This is an optimization exercise on Yosys and OpenROAD, whose aim is small area, a short achievable clock period and few clock cycles, not a production implementation. No functional check of the RTL was part of any run shown here.

==> flow/design.v <==
module b62_core (
    input  wire         clk,
    input  wire         rst,       
    input  wire         start,     
    input  wire         dec,       
    input  wire [1:0]   sel,       
    input  wire [5:0]   len,       
    input  wire [343:0] din,
    output reg          ready,
    output reg          done,
    output reg  [1:0]   err,       
    output reg  [5:0]   err_idx,   
    output reg  [5:0]   out_len,
    output wire [343:0] dout
);
    localparam NB = 4;             
    localparam ERR_NONE  = 2'd0;
    localparam ERR_ALPHA = 2'd1;
    localparam ERR_FRAME = 2'd2;
    localparam ERR_OVF   = 2'd3;
    localparam S_IDLE = 3'd0;
    localparam S_ENC  = 3'd1;    
    localparam S_EMAP = 3'd2;    
    localparam S_DMAP = 3'd3;    
    localparam S_HALF = 3'd4;    
    localparam S_CLR  = 3'd5;    
    function [5:0] digits_of;
        input [5:0] n;
        case (n)
            6'd1:  digits_of = 6'd2;   6'd2:  digits_of = 6'd3;
            6'd3:  digits_of = 6'd5;   6'd4:  digits_of = 6'd6;
            6'd5:  digits_of = 6'd7;   6'd6:  digits_of = 6'd9;
            6'd7:  digits_of = 6'd10;  6'd8:  digits_of = 6'd11;
            6'd9:  digits_of = 6'd13;  6'd10: digits_of = 6'd14;
            6'd11: digits_of = 6'd15;  6'd12: digits_of = 6'd17;
            6'd13: digits_of = 6'd18;  6'd14: digits_of = 6'd19;
            6'd15: digits_of = 6'd21;  6'd16: digits_of = 6'd22;
            6'd17: digits_of = 6'd23;  6'd18: digits_of = 6'd25;
            6'd19: digits_of = 6'd26;  6'd20: digits_of = 6'd27;
            6'd21: digits_of = 6'd29;  6'd22: digits_of = 6'd30;
            6'd23: digits_of = 6'd31;  6'd24: digits_of = 6'd33;
            6'd25: digits_of = 6'd34;  6'd26: digits_of = 6'd35;
            6'd27: digits_of = 6'd37;  6'd28: digits_of = 6'd38;
            6'd29: digits_of = 6'd39;  6'd30: digits_of = 6'd41;
            6'd31: digits_of = 6'd42;  6'd32: digits_of = 6'd43;
            default: digits_of = 6'd0;
        endcase
    endfunction
    function [5:0] bytes_of;
        input [5:0] k;
        case (k)
            6'd2:  bytes_of = 6'd1;   6'd3:  bytes_of = 6'd2;
            6'd5:  bytes_of = 6'd3;   6'd6:  bytes_of = 6'd4;
            6'd7:  bytes_of = 6'd5;   6'd9:  bytes_of = 6'd6;
            6'd10: bytes_of = 6'd7;   6'd11: bytes_of = 6'd8;
            6'd13: bytes_of = 6'd9;   6'd14: bytes_of = 6'd10;
            6'd15: bytes_of = 6'd11;  6'd17: bytes_of = 6'd12;
            6'd18: bytes_of = 6'd13;  6'd19: bytes_of = 6'd14;
            6'd21: bytes_of = 6'd15;  6'd22: bytes_of = 6'd16;
            6'd23: bytes_of = 6'd17;  6'd25: bytes_of = 6'd18;
            6'd26: bytes_of = 6'd19;  6'd27: bytes_of = 6'd20;
            6'd29: bytes_of = 6'd21;  6'd30: bytes_of = 6'd22;
            6'd31: bytes_of = 6'd23;  6'd33: bytes_of = 6'd24;
            6'd34: bytes_of = 6'd25;  6'd35: bytes_of = 6'd26;
            6'd37: bytes_of = 6'd27;  6'd38: bytes_of = 6'd28;
            6'd39: bytes_of = 6'd29;  6'd41: bytes_of = 6'd30;
            6'd42: bytes_of = 6'd31;  6'd43: bytes_of = 6'd32;
            default: bytes_of = 6'd0;
        endcase
    endfunction
    function [7:0] alpha;
        input [1:0] s;
        input [5:0] d;
        case ({s, d})
            8'd0: alpha = 8'h30;
            8'd1: alpha = 8'h31;
            8'd2: alpha = 8'h32;
            8'd3: alpha = 8'h33;
            8'd4: alpha = 8'h34;
            8'd5: alpha = 8'h35;
            8'd6: alpha = 8'h36;
            8'd7: alpha = 8'h37;
            8'd8: alpha = 8'h38;
            8'd9: alpha = 8'h39;
            8'd10: alpha = 8'h41;
            8'd11: alpha = 8'h42;
            8'd12: alpha = 8'h43;
            8'd13: alpha = 8'h44;
            8'd14: alpha = 8'h45;
            8'd15: alpha = 8'h46;
            8'd16: alpha = 8'h47;
            8'd17: alpha = 8'h48;
            8'd18: alpha = 8'h49;
            8'd19: alpha = 8'h4a;
            8'd20: alpha = 8'h4b;
            8'd21: alpha = 8'h4c;
            8'd22: alpha = 8'h4d;
            8'd23: alpha = 8'h4e;
            8'd24: alpha = 8'h4f;
            8'd25: alpha = 8'h50;
            8'd26: alpha = 8'h51;
            8'd27: alpha = 8'h52;
            8'd28: alpha = 8'h53;
            8'd29: alpha = 8'h54;
            8'd30: alpha = 8'h55;
            8'd31: alpha = 8'h56;
            8'd32: alpha = 8'h57;
            8'd33: alpha = 8'h58;
            8'd34: alpha = 8'h59;
            8'd35: alpha = 8'h5a;
            8'd36: alpha = 8'h61;
            8'd37: alpha = 8'h62;
            8'd38: alpha = 8'h63;
            8'd39: alpha = 8'h64;
            8'd40: alpha = 8'h65;
            8'd41: alpha = 8'h66;
            8'd42: alpha = 8'h67;
            8'd43: alpha = 8'h68;
            8'd44: alpha = 8'h69;
            8'd45: alpha = 8'h6a;
            8'd46: alpha = 8'h6b;
            8'd47: alpha = 8'h6c;
            8'd48: alpha = 8'h6d;
            8'd49: alpha = 8'h6e;
            8'd50: alpha = 8'h6f;
            8'd51: alpha = 8'h70;
            8'd52: alpha = 8'h71;
            8'd53: alpha = 8'h72;
            8'd54: alpha = 8'h73;
            8'd55: alpha = 8'h74;
            8'd56: alpha = 8'h75;
            8'd57: alpha = 8'h76;
            8'd58: alpha = 8'h77;
            8'd59: alpha = 8'h78;
            8'd60: alpha = 8'h79;
            8'd61: alpha = 8'h7a;
            8'd64: alpha = 8'h41;
            8'd65: alpha = 8'h42;
            8'd66: alpha = 8'h43;
            8'd67: alpha = 8'h44;
            8'd68: alpha = 8'h45;
            8'd69: alpha = 8'h46;
            8'd70: alpha = 8'h47;
            8'd71: alpha = 8'h48;
            8'd72: alpha = 8'h49;
            8'd73: alpha = 8'h4a;
            8'd74: alpha = 8'h4b;
            8'd75: alpha = 8'h4c;
            8'd76: alpha = 8'h4d;
            8'd77: alpha = 8'h4e;
            8'd78: alpha = 8'h4f;
            8'd79: alpha = 8'h50;
            8'd80: alpha = 8'h51;
            8'd81: alpha = 8'h52;
            8'd82: alpha = 8'h53;
            8'd83: alpha = 8'h54;
            8'd84: alpha = 8'h55;
            8'd85: alpha = 8'h56;
            8'd86: alpha = 8'h57;
            8'd87: alpha = 8'h58;
            8'd88: alpha = 8'h59;
            8'd89: alpha = 8'h5a;
            8'd90: alpha = 8'h61;
            8'd91: alpha = 8'h62;
            8'd92: alpha = 8'h63;
            8'd93: alpha = 8'h64;
            8'd94: alpha = 8'h65;
            8'd95: alpha = 8'h66;
            8'd96: alpha = 8'h67;
            8'd97: alpha = 8'h68;
            8'd98: alpha = 8'h69;
            8'd99: alpha = 8'h6a;
            8'd100: alpha = 8'h6b;
            8'd101: alpha = 8'h6c;
            8'd102: alpha = 8'h6d;
            8'd103: alpha = 8'h6e;
            8'd104: alpha = 8'h6f;
            8'd105: alpha = 8'h70;
            8'd106: alpha = 8'h71;
            8'd107: alpha = 8'h72;
            8'd108: alpha = 8'h73;
            8'd109: alpha = 8'h74;
            8'd110: alpha = 8'h75;
            8'd111: alpha = 8'h76;
            8'd112: alpha = 8'h77;
            8'd113: alpha = 8'h78;
            8'd114: alpha = 8'h79;
            8'd115: alpha = 8'h7a;
            8'd116: alpha = 8'h30;
            8'd117: alpha = 8'h31;
            8'd118: alpha = 8'h32;
            8'd119: alpha = 8'h33;
            8'd120: alpha = 8'h34;
            8'd121: alpha = 8'h35;
            8'd122: alpha = 8'h36;
            8'd123: alpha = 8'h37;
            8'd124: alpha = 8'h38;
            8'd125: alpha = 8'h39;
            8'd128: alpha = 8'h30;
            8'd129: alpha = 8'h31;
            8'd130: alpha = 8'h32;
            8'd131: alpha = 8'h33;
            8'd132: alpha = 8'h34;
            8'd133: alpha = 8'h35;
            8'd134: alpha = 8'h36;
            8'd135: alpha = 8'h37;
            8'd136: alpha = 8'h38;
            8'd137: alpha = 8'h39;
            8'd138: alpha = 8'h61;
            8'd139: alpha = 8'h62;
            8'd140: alpha = 8'h63;
            8'd141: alpha = 8'h64;
            8'd142: alpha = 8'h65;
            8'd143: alpha = 8'h66;
            8'd144: alpha = 8'h67;
            8'd145: alpha = 8'h68;
            8'd146: alpha = 8'h69;
            8'd147: alpha = 8'h6a;
            8'd148: alpha = 8'h6b;
            8'd149: alpha = 8'h6c;
            8'd150: alpha = 8'h6d;
            8'd151: alpha = 8'h6e;
            8'd152: alpha = 8'h6f;
            8'd153: alpha = 8'h70;
            8'd154: alpha = 8'h71;
            8'd155: alpha = 8'h72;
            8'd156: alpha = 8'h73;
            8'd157: alpha = 8'h74;
            8'd158: alpha = 8'h75;
            8'd159: alpha = 8'h76;
            8'd160: alpha = 8'h77;
            8'd161: alpha = 8'h78;
            8'd162: alpha = 8'h79;
            8'd163: alpha = 8'h7a;
            8'd164: alpha = 8'h41;
            8'd165: alpha = 8'h42;
            8'd166: alpha = 8'h43;
            8'd167: alpha = 8'h44;
            8'd168: alpha = 8'h45;
            8'd169: alpha = 8'h46;
            8'd170: alpha = 8'h47;
            8'd171: alpha = 8'h48;
            8'd172: alpha = 8'h49;
            8'd173: alpha = 8'h4a;
            8'd174: alpha = 8'h4b;
            8'd175: alpha = 8'h4c;
            8'd176: alpha = 8'h4d;
            8'd177: alpha = 8'h4e;
            8'd178: alpha = 8'h4f;
            8'd179: alpha = 8'h50;
            8'd180: alpha = 8'h51;
            8'd181: alpha = 8'h52;
            8'd182: alpha = 8'h53;
            8'd183: alpha = 8'h54;
            8'd184: alpha = 8'h55;
            8'd185: alpha = 8'h56;
            8'd186: alpha = 8'h57;
            8'd187: alpha = 8'h58;
            8'd188: alpha = 8'h59;
            8'd189: alpha = 8'h5a;
            8'd192: alpha = 8'h30;
            8'd193: alpha = 8'h31;
            8'd194: alpha = 8'h32;
            8'd195: alpha = 8'h33;
            8'd196: alpha = 8'h34;
            8'd197: alpha = 8'h35;
            8'd198: alpha = 8'h36;
            8'd199: alpha = 8'h37;
            8'd200: alpha = 8'h38;
            8'd201: alpha = 8'h39;
            8'd202: alpha = 8'h41;
            8'd203: alpha = 8'h42;
            8'd204: alpha = 8'h43;
            8'd205: alpha = 8'h44;
            8'd206: alpha = 8'h45;
            8'd207: alpha = 8'h46;
            8'd208: alpha = 8'h47;
            8'd209: alpha = 8'h48;
            8'd210: alpha = 8'h49;
            8'd211: alpha = 8'h4a;
            8'd212: alpha = 8'h4b;
            8'd213: alpha = 8'h4c;
            8'd214: alpha = 8'h4d;
            8'd215: alpha = 8'h4e;
            8'd216: alpha = 8'h4f;
            8'd217: alpha = 8'h50;
            8'd218: alpha = 8'h51;
            8'd219: alpha = 8'h52;
            8'd220: alpha = 8'h53;
            8'd221: alpha = 8'h54;
            8'd222: alpha = 8'h55;
            8'd223: alpha = 8'h56;
            8'd224: alpha = 8'h57;
            8'd225: alpha = 8'h58;
            8'd226: alpha = 8'h59;
            8'd227: alpha = 8'h5a;
            8'd228: alpha = 8'h61;
            8'd229: alpha = 8'h62;
            8'd230: alpha = 8'h63;
            8'd231: alpha = 8'h64;
            8'd232: alpha = 8'h65;
            8'd233: alpha = 8'h66;
            8'd234: alpha = 8'h67;
            8'd235: alpha = 8'h68;
            8'd236: alpha = 8'h69;
            8'd237: alpha = 8'h6a;
            8'd238: alpha = 8'h6b;
            8'd239: alpha = 8'h6c;
            8'd240: alpha = 8'h6d;
            8'd241: alpha = 8'h6e;
            8'd242: alpha = 8'h6f;
            8'd243: alpha = 8'h70;
            8'd244: alpha = 8'h71;
            8'd245: alpha = 8'h72;
            8'd246: alpha = 8'h73;
            8'd247: alpha = 8'h74;
            8'd248: alpha = 8'h75;
            8'd249: alpha = 8'h76;
            8'd250: alpha = 8'h77;
            8'd251: alpha = 8'h78;
            8'd252: alpha = 8'h79;
            8'd253: alpha = 8'h7a;
            default: alpha = 8'h00;
        endcase
    endfunction
    function [6:0] sym;
        input [1:0] s;
        input [7:0] c;
        case ({s, c})
            10'd48: sym = {1'b1, 6'd0};
            10'd49: sym = {1'b1, 6'd1};
            10'd50: sym = {1'b1, 6'd2};
            10'd51: sym = {1'b1, 6'd3};
            10'd52: sym = {1'b1, 6'd4};
            10'd53: sym = {1'b1, 6'd5};
            10'd54: sym = {1'b1, 6'd6};
            10'd55: sym = {1'b1, 6'd7};
            10'd56: sym = {1'b1, 6'd8};
            10'd57: sym = {1'b1, 6'd9};
            10'd65: sym = {1'b1, 6'd10};
            10'd66: sym = {1'b1, 6'd11};
            10'd67: sym = {1'b1, 6'd12};
            10'd68: sym = {1'b1, 6'd13};
            10'd69: sym = {1'b1, 6'd14};
            10'd70: sym = {1'b1, 6'd15};
            10'd71: sym = {1'b1, 6'd16};
            10'd72: sym = {1'b1, 6'd17};
            10'd73: sym = {1'b1, 6'd18};
            10'd74: sym = {1'b1, 6'd19};
            10'd75: sym = {1'b1, 6'd20};
            10'd76: sym = {1'b1, 6'd21};
            10'd77: sym = {1'b1, 6'd22};
            10'd78: sym = {1'b1, 6'd23};
            10'd79: sym = {1'b1, 6'd24};
            10'd80: sym = {1'b1, 6'd25};
            10'd81: sym = {1'b1, 6'd26};
            10'd82: sym = {1'b1, 6'd27};
            10'd83: sym = {1'b1, 6'd28};
            10'd84: sym = {1'b1, 6'd29};
            10'd85: sym = {1'b1, 6'd30};
            10'd86: sym = {1'b1, 6'd31};
            10'd87: sym = {1'b1, 6'd32};
            10'd88: sym = {1'b1, 6'd33};
            10'd89: sym = {1'b1, 6'd34};
            10'd90: sym = {1'b1, 6'd35};
            10'd97: sym = {1'b1, 6'd36};
            10'd98: sym = {1'b1, 6'd37};
            10'd99: sym = {1'b1, 6'd38};
            10'd100: sym = {1'b1, 6'd39};
            10'd101: sym = {1'b1, 6'd40};
            10'd102: sym = {1'b1, 6'd41};
            10'd103: sym = {1'b1, 6'd42};
            10'd104: sym = {1'b1, 6'd43};
            10'd105: sym = {1'b1, 6'd44};
            10'd106: sym = {1'b1, 6'd45};
            10'd107: sym = {1'b1, 6'd46};
            10'd108: sym = {1'b1, 6'd47};
            10'd109: sym = {1'b1, 6'd48};
            10'd110: sym = {1'b1, 6'd49};
            10'd111: sym = {1'b1, 6'd50};
            10'd112: sym = {1'b1, 6'd51};
            10'd113: sym = {1'b1, 6'd52};
            10'd114: sym = {1'b1, 6'd53};
            10'd115: sym = {1'b1, 6'd54};
            10'd116: sym = {1'b1, 6'd55};
            10'd117: sym = {1'b1, 6'd56};
            10'd118: sym = {1'b1, 6'd57};
            10'd119: sym = {1'b1, 6'd58};
            10'd120: sym = {1'b1, 6'd59};
            10'd121: sym = {1'b1, 6'd60};
            10'd122: sym = {1'b1, 6'd61};
            10'd304: sym = {1'b1, 6'd52};
            10'd305: sym = {1'b1, 6'd53};
            10'd306: sym = {1'b1, 6'd54};
            10'd307: sym = {1'b1, 6'd55};
            10'd308: sym = {1'b1, 6'd56};
            10'd309: sym = {1'b1, 6'd57};
            10'd310: sym = {1'b1, 6'd58};
            10'd311: sym = {1'b1, 6'd59};
            10'd312: sym = {1'b1, 6'd60};
            10'd313: sym = {1'b1, 6'd61};
            10'd321: sym = {1'b1, 6'd0};
            10'd322: sym = {1'b1, 6'd1};
            10'd323: sym = {1'b1, 6'd2};
            10'd324: sym = {1'b1, 6'd3};
            10'd325: sym = {1'b1, 6'd4};
            10'd326: sym = {1'b1, 6'd5};
            10'd327: sym = {1'b1, 6'd6};
            10'd328: sym = {1'b1, 6'd7};
            10'd329: sym = {1'b1, 6'd8};
            10'd330: sym = {1'b1, 6'd9};
            10'd331: sym = {1'b1, 6'd10};
            10'd332: sym = {1'b1, 6'd11};
            10'd333: sym = {1'b1, 6'd12};
            10'd334: sym = {1'b1, 6'd13};
            10'd335: sym = {1'b1, 6'd14};
            10'd336: sym = {1'b1, 6'd15};
            10'd337: sym = {1'b1, 6'd16};
            10'd338: sym = {1'b1, 6'd17};
            10'd339: sym = {1'b1, 6'd18};
            10'd340: sym = {1'b1, 6'd19};
            10'd341: sym = {1'b1, 6'd20};
            10'd342: sym = {1'b1, 6'd21};
            10'd343: sym = {1'b1, 6'd22};
            10'd344: sym = {1'b1, 6'd23};
            10'd345: sym = {1'b1, 6'd24};
            10'd346: sym = {1'b1, 6'd25};
            10'd353: sym = {1'b1, 6'd26};
            10'd354: sym = {1'b1, 6'd27};
            10'd355: sym = {1'b1, 6'd28};
            10'd356: sym = {1'b1, 6'd29};
            10'd357: sym = {1'b1, 6'd30};
            10'd358: sym = {1'b1, 6'd31};
            10'd359: sym = {1'b1, 6'd32};
            10'd360: sym = {1'b1, 6'd33};
            10'd361: sym = {1'b1, 6'd34};
            10'd362: sym = {1'b1, 6'd35};
            10'd363: sym = {1'b1, 6'd36};
            10'd364: sym = {1'b1, 6'd37};
            10'd365: sym = {1'b1, 6'd38};
            10'd366: sym = {1'b1, 6'd39};
            10'd367: sym = {1'b1, 6'd40};
            10'd368: sym = {1'b1, 6'd41};
            10'd369: sym = {1'b1, 6'd42};
            10'd370: sym = {1'b1, 6'd43};
            10'd371: sym = {1'b1, 6'd44};
            10'd372: sym = {1'b1, 6'd45};
            10'd373: sym = {1'b1, 6'd46};
            10'd374: sym = {1'b1, 6'd47};
            10'd375: sym = {1'b1, 6'd48};
            10'd376: sym = {1'b1, 6'd49};
            10'd377: sym = {1'b1, 6'd50};
            10'd378: sym = {1'b1, 6'd51};
            10'd560: sym = {1'b1, 6'd0};
            10'd561: sym = {1'b1, 6'd1};
            10'd562: sym = {1'b1, 6'd2};
            10'd563: sym = {1'b1, 6'd3};
            10'd564: sym = {1'b1, 6'd4};
            10'd565: sym = {1'b1, 6'd5};
            10'd566: sym = {1'b1, 6'd6};
            10'd567: sym = {1'b1, 6'd7};
            10'd568: sym = {1'b1, 6'd8};
            10'd569: sym = {1'b1, 6'd9};
            10'd577: sym = {1'b1, 6'd36};
            10'd578: sym = {1'b1, 6'd37};
            10'd579: sym = {1'b1, 6'd38};
            10'd580: sym = {1'b1, 6'd39};
            10'd581: sym = {1'b1, 6'd40};
            10'd582: sym = {1'b1, 6'd41};
            10'd583: sym = {1'b1, 6'd42};
            10'd584: sym = {1'b1, 6'd43};
            10'd585: sym = {1'b1, 6'd44};
            10'd586: sym = {1'b1, 6'd45};
            10'd587: sym = {1'b1, 6'd46};
            10'd588: sym = {1'b1, 6'd47};
            10'd589: sym = {1'b1, 6'd48};
            10'd590: sym = {1'b1, 6'd49};
            10'd591: sym = {1'b1, 6'd50};
            10'd592: sym = {1'b1, 6'd51};
            10'd593: sym = {1'b1, 6'd52};
            10'd594: sym = {1'b1, 6'd53};
            10'd595: sym = {1'b1, 6'd54};
            10'd596: sym = {1'b1, 6'd55};
            10'd597: sym = {1'b1, 6'd56};
            10'd598: sym = {1'b1, 6'd57};
            10'd599: sym = {1'b1, 6'd58};
            10'd600: sym = {1'b1, 6'd59};
            10'd601: sym = {1'b1, 6'd60};
            10'd602: sym = {1'b1, 6'd61};
            10'd609: sym = {1'b1, 6'd10};
            10'd610: sym = {1'b1, 6'd11};
            10'd611: sym = {1'b1, 6'd12};
            10'd612: sym = {1'b1, 6'd13};
            10'd613: sym = {1'b1, 6'd14};
            10'd614: sym = {1'b1, 6'd15};
            10'd615: sym = {1'b1, 6'd16};
            10'd616: sym = {1'b1, 6'd17};
            10'd617: sym = {1'b1, 6'd18};
            10'd618: sym = {1'b1, 6'd19};
            10'd619: sym = {1'b1, 6'd20};
            10'd620: sym = {1'b1, 6'd21};
            10'd621: sym = {1'b1, 6'd22};
            10'd622: sym = {1'b1, 6'd23};
            10'd623: sym = {1'b1, 6'd24};
            10'd624: sym = {1'b1, 6'd25};
            10'd625: sym = {1'b1, 6'd26};
            10'd626: sym = {1'b1, 6'd27};
            10'd627: sym = {1'b1, 6'd28};
            10'd628: sym = {1'b1, 6'd29};
            10'd629: sym = {1'b1, 6'd30};
            10'd630: sym = {1'b1, 6'd31};
            10'd631: sym = {1'b1, 6'd32};
            10'd632: sym = {1'b1, 6'd33};
            10'd633: sym = {1'b1, 6'd34};
            10'd634: sym = {1'b1, 6'd35};
            10'd816: sym = {1'b1, 6'd0};
            10'd817: sym = {1'b1, 6'd1};
            10'd818: sym = {1'b1, 6'd2};
            10'd819: sym = {1'b1, 6'd3};
            10'd820: sym = {1'b1, 6'd4};
            10'd821: sym = {1'b1, 6'd5};
            10'd822: sym = {1'b1, 6'd6};
            10'd823: sym = {1'b1, 6'd7};
            10'd824: sym = {1'b1, 6'd8};
            10'd825: sym = {1'b1, 6'd9};
            10'd833: sym = {1'b1, 6'd10};
            10'd834: sym = {1'b1, 6'd11};
            10'd835: sym = {1'b1, 6'd12};
            10'd836: sym = {1'b1, 6'd13};
            10'd837: sym = {1'b1, 6'd14};
            10'd838: sym = {1'b1, 6'd15};
            10'd839: sym = {1'b1, 6'd16};
            10'd840: sym = {1'b1, 6'd17};
            10'd841: sym = {1'b1, 6'd18};
            10'd842: sym = {1'b1, 6'd19};
            10'd843: sym = {1'b1, 6'd20};
            10'd844: sym = {1'b1, 6'd21};
            10'd845: sym = {1'b1, 6'd22};
            10'd846: sym = {1'b1, 6'd23};
            10'd847: sym = {1'b1, 6'd24};
            10'd848: sym = {1'b1, 6'd25};
            10'd849: sym = {1'b1, 6'd26};
            10'd850: sym = {1'b1, 6'd27};
            10'd851: sym = {1'b1, 6'd28};
            10'd852: sym = {1'b1, 6'd29};
            10'd853: sym = {1'b1, 6'd30};
            10'd854: sym = {1'b1, 6'd31};
            10'd855: sym = {1'b1, 6'd32};
            10'd856: sym = {1'b1, 6'd33};
            10'd857: sym = {1'b1, 6'd34};
            10'd858: sym = {1'b1, 6'd35};
            10'd865: sym = {1'b1, 6'd36};
            10'd866: sym = {1'b1, 6'd37};
            10'd867: sym = {1'b1, 6'd38};
            10'd868: sym = {1'b1, 6'd39};
            10'd869: sym = {1'b1, 6'd40};
            10'd870: sym = {1'b1, 6'd41};
            10'd871: sym = {1'b1, 6'd42};
            10'd872: sym = {1'b1, 6'd43};
            10'd873: sym = {1'b1, 6'd44};
            10'd874: sym = {1'b1, 6'd45};
            10'd875: sym = {1'b1, 6'd46};
            10'd876: sym = {1'b1, 6'd47};
            10'd877: sym = {1'b1, 6'd48};
            10'd878: sym = {1'b1, 6'd49};
            10'd879: sym = {1'b1, 6'd50};
            10'd880: sym = {1'b1, 6'd51};
            10'd881: sym = {1'b1, 6'd52};
            10'd882: sym = {1'b1, 6'd53};
            10'd883: sym = {1'b1, 6'd54};
            10'd884: sym = {1'b1, 6'd55};
            10'd885: sym = {1'b1, 6'd56};
            10'd886: sym = {1'b1, 6'd57};
            10'd887: sym = {1'b1, 6'd58};
            10'd888: sym = {1'b1, 6'd59};
            10'd889: sym = {1'b1, 6'd60};
            10'd890: sym = {1'b1, 6'd61};
            default: sym = 7'd0;
        endcase
    endfunction
    reg  [2:0]   state;
    reg          dec_r;
    reg  [1:0]   sel_r;
    reg  [5:0]   len_r;       
    reg  [7:0]   cnt;         
    reg  [6:0]   gap;         
    reg  [5:0]   nbyt_r;
    reg  [351:0] r;
    reg  [263:0] dg;          
    reg          bad;         
    reg  [5:0]   bad_idx;
    reg          ovf;
    assign dout = r[343:0];
    wire [5:0] ndig = digits_of(len_r);
    wire [5:0] nbyt = bytes_of(len_r);
    wire          skip  = {1'b0, cnt[7:3]} >= len_r + 6'd3;
    wire          above = {1'b0, cnt[7:3]} >= len_r;
    wire [NB-1:0] ebits = above ? {NB{1'b0}} : r[255 -: NB];
    reg  [263:0] dg_dbl;
    reg  [263:0] t;
    reg  [5:0]   d;
    reg          cy, c;
    integer i, j;
    always @* begin
        t = dg;
        for (j = 0; j < NB; j = j + 1) begin
            cy = ebits[NB-1-j];
            for (i = 0; i < 43; i = i + 1) begin
                d = t[6*i +: 6];
                c = d[5] | (&d[4:0]);
                t[6*i +: 6] = {d[4] ^ (&d[3:0] & c), d[3] ^ (&d[2:0] & c),
                               d[2] ^ (&d[1:0] & c), d[1] ^ (d[0] & c),
                               d[0] ^ c, cy};
                cy = c;
            end
            t[263:258] = 6'd0;
        end
        dg_dbl = t;
    end
    reg  [263:0] dg_half;
    reg  [263:0] h, hn;
    reg  [4:0]   x;
    reg          l;
    reg  [NB-1:0] hbits;
    always @* begin
        h = dg;
        for (j = 0; j < NB; j = j + 1) begin
            hbits[j] = h[0];
            for (i = 0; i < 44; i = i + 1) begin
                x = h[6*i+1 +: 5];
                l = (i < 43) ? h[6*(i+1)] : 1'b0;
                hn[6*i +: 6] = {l & (|x),
                                x[4] ^ (l & ~x[3] & ~x[2] & ~x[1] & ~x[0]),
                                x[3] ^ (l & ~x[2] & ~x[1] & ~x[0]),
                                x[2] ^ (l & ~x[1] & ~x[0]),
                                x[1] ^ (l & ~x[0]),
                                x[0] ^ l};
            end
            h = hn;
        end
        dg_half = h;
    end
    reg  [31:0]  syms;        
    reg  [23:0]  digs;        
    reg  [3:0]   foreign;
    reg  [6:0]   sv;
    always @* begin
        for (j = 0; j < 4; j = j + 1) begin
            sv = sym(sel_r, r[351-8*j -: 8]);
            if ($signed(gap) <= j) begin
                syms[31-8*j -: 8] = dec_r ? 8'd0 : alpha(sel_r, dg[263-6*j -: 6]);
                digs[23-6*j -: 6] = sv[5:0];
                foreign[j]        = !sv[6];
            end else begin
                syms[31-8*j -: 8] = 8'd0;
                digs[23-6*j -: 6] = 6'd0;
                foreign[j]        = 1'b0;
            end
        end
    end
    wire [5:0] first_bad = foreign[0] ? 6'd0 - gap[5:0] :
                           foreign[1] ? 6'd1 - gap[5:0] :
                           foreign[2] ? 6'd2 - gap[5:0] :
                                        6'd3 - gap[5:0];
    wire       alpha_err = bad | (|foreign);
    wire       hovf = ({1'b0, cnt[7:3]} >= nbyt_r) && (|hbits);
    wire       last_map = (cnt == 8'd3);
    always @(posedge clk) begin
        done    <= 1'b0;
        err     <= ERR_NONE;
        err_idx <= 6'd0;
        out_len <= 6'd0;
        case (state)
            S_ENC: begin
                dg <= dg_dbl;    
                if (skip) begin
                    r   <= {r[319:0], syms};
                    cnt <= cnt - 8'd32;
                end else begin
                    r   <= {r[351-NB:0], {NB{1'b0}}};
                    cnt <= cnt - NB;
                    if (cnt == NB - 1) begin
                        cnt   <= 8'd43;
                        gap   <= 7'd44 - {1'b0, ndig};
                        state <= S_EMAP;
                    end
                end
            end
            S_EMAP, S_DMAP, S_CLR: begin
                r   <= {r[319:0], syms};
                dg  <= {dg[239:0], digs};
                cnt <= cnt - 8'd4;
                gap <= gap - 7'd4;
                nbyt_r <= nbyt;
                if (state == S_DMAP && |foreign && !bad) begin
                    bad     <= 1'b1;
                    bad_idx <= first_bad;
                end
                if (state == S_EMAP)
                    out_len <= ndig;
                if (state == S_DMAP) begin
                    err     <= alpha_err ? ERR_ALPHA : ERR_FRAME;
                    err_idx <= bad ? bad_idx : alpha_err ? first_bad : 6'd0;
                end
                if (state == S_CLR)
                    err <= ERR_OVF;
                if (last_map) begin
                    if (state == S_DMAP && !alpha_err && nbyt != 6'd0) begin
                        cnt   <= 8'd0;
                        state <= S_HALF;
                    end else begin
                        state <= S_IDLE;
                        ready <= 1'b1;
                        done  <= 1'b1;
                    end
                end
            end
            S_HALF: begin
                r   <= {96'd0, hbits, r[255:NB]};
                dg  <= dg_half;
                cnt <= cnt + NB;
                ovf <= ovf | hovf;
                out_len <= nbyt_r;
                if (cnt == 8'd255 - (NB - 1)) begin
                    if (ovf || hovf || dg_half[0]) begin
                        cnt   <= 8'd43;
                        gap   <= 7'd0;
                        state <= S_CLR;
                    end else begin
                        state <= S_IDLE;
                        ready <= 1'b1;
                        done  <= 1'b1;
                    end
                end
            end
            default: begin       
                r     <= {8'd0, din};
                dg    <= 264'd0;
                dec_r <= dec;
                sel_r <= sel;
                len_r <= len;
                gap   <= 7'd44 - {1'b0, len};
                bad   <= 1'b0;
                ovf   <= 1'b0;
                cnt   <= dec ? 8'd43 : 8'd255;
                ready <= 1'b1;
                state <= S_IDLE;
                if (start) begin
                    ready <= 1'b0;
                    state <= dec ? S_DMAP : S_ENC;
                end
            end
        endcase
        if (rst) begin
            state <= S_IDLE;
            ready <= 1'b1;
            done  <= 1'b0;
        end
    end
endmodule
==> flow/run.sh <==
#!/bin/bash
# synth_recipe.tcl (not shown) runs the flow's synth.tcl, then flattens the netlist and writes it again
# the make line also repeats each setting of config.mk as NAME=value (left out here)
make -C /OpenROAD-flow-scripts/flow DESIGN_CONFIG=/design/flow/config.mk WORK_HOME=/design/flow/orfs CLKGATE_MAP_FILE= SYNTH_SCRIPT=/design/flow/synth_recipe.tcl finish
==> flow/config.mk <==
export PLATFORM = sky130hd
export DESIGN_NAME = b62_core
export DESIGN_NICKNAME = b62_core
export VERILOG_FILES = /design/flow/design.v
export SDC_FILE = /design/flow/constraint.sdc
export NUM_CORES = 4
export LEC_CHECK = 0
export CAP_MARGIN = 20
export CORE_MARGIN = 2
export CORE_UTILIZATION = 40
export SLEW_MARGIN = 20
==> flow/constraint.sdc <==
create_clock -name core_clock -period 5.5 [get_ports {clk}]
set_input_delay 1.1000 -clock core_clock [delete_from_list [all_inputs] [get_ports {clk}]]
set_output_delay 1.1000 -clock core_clock [all_outputs]
set_load 0.01 [all_outputs]
==> results.txt, run 1 <==
outcome=aborted with a tool error; Ys Warns=1; Stop Error=ERROR: TCL interpreter returned an error: Source files actually used in the design:; Exit stage=synthesis
==> inputs of run 2 (changes only) <==
--- a/flow/design.v
+++ b/flow/design.v
@@ -14,5 +14,5 @@
     output wire [343:0] dout
 );
-    localparam NB = 4;             
+    localparam NB = 2;             
     localparam ERR_NONE  = 2'd0;
     localparam ERR_ALPHA = 2'd1;
==> results.txt, run 2 <==
Stop Error=ERROR: TCL interpreter returned an error: Source files actually used in the design:; Exit stage=synthesis; outcome=aborted with a tool error; Ys Warns=1 (unchanged)
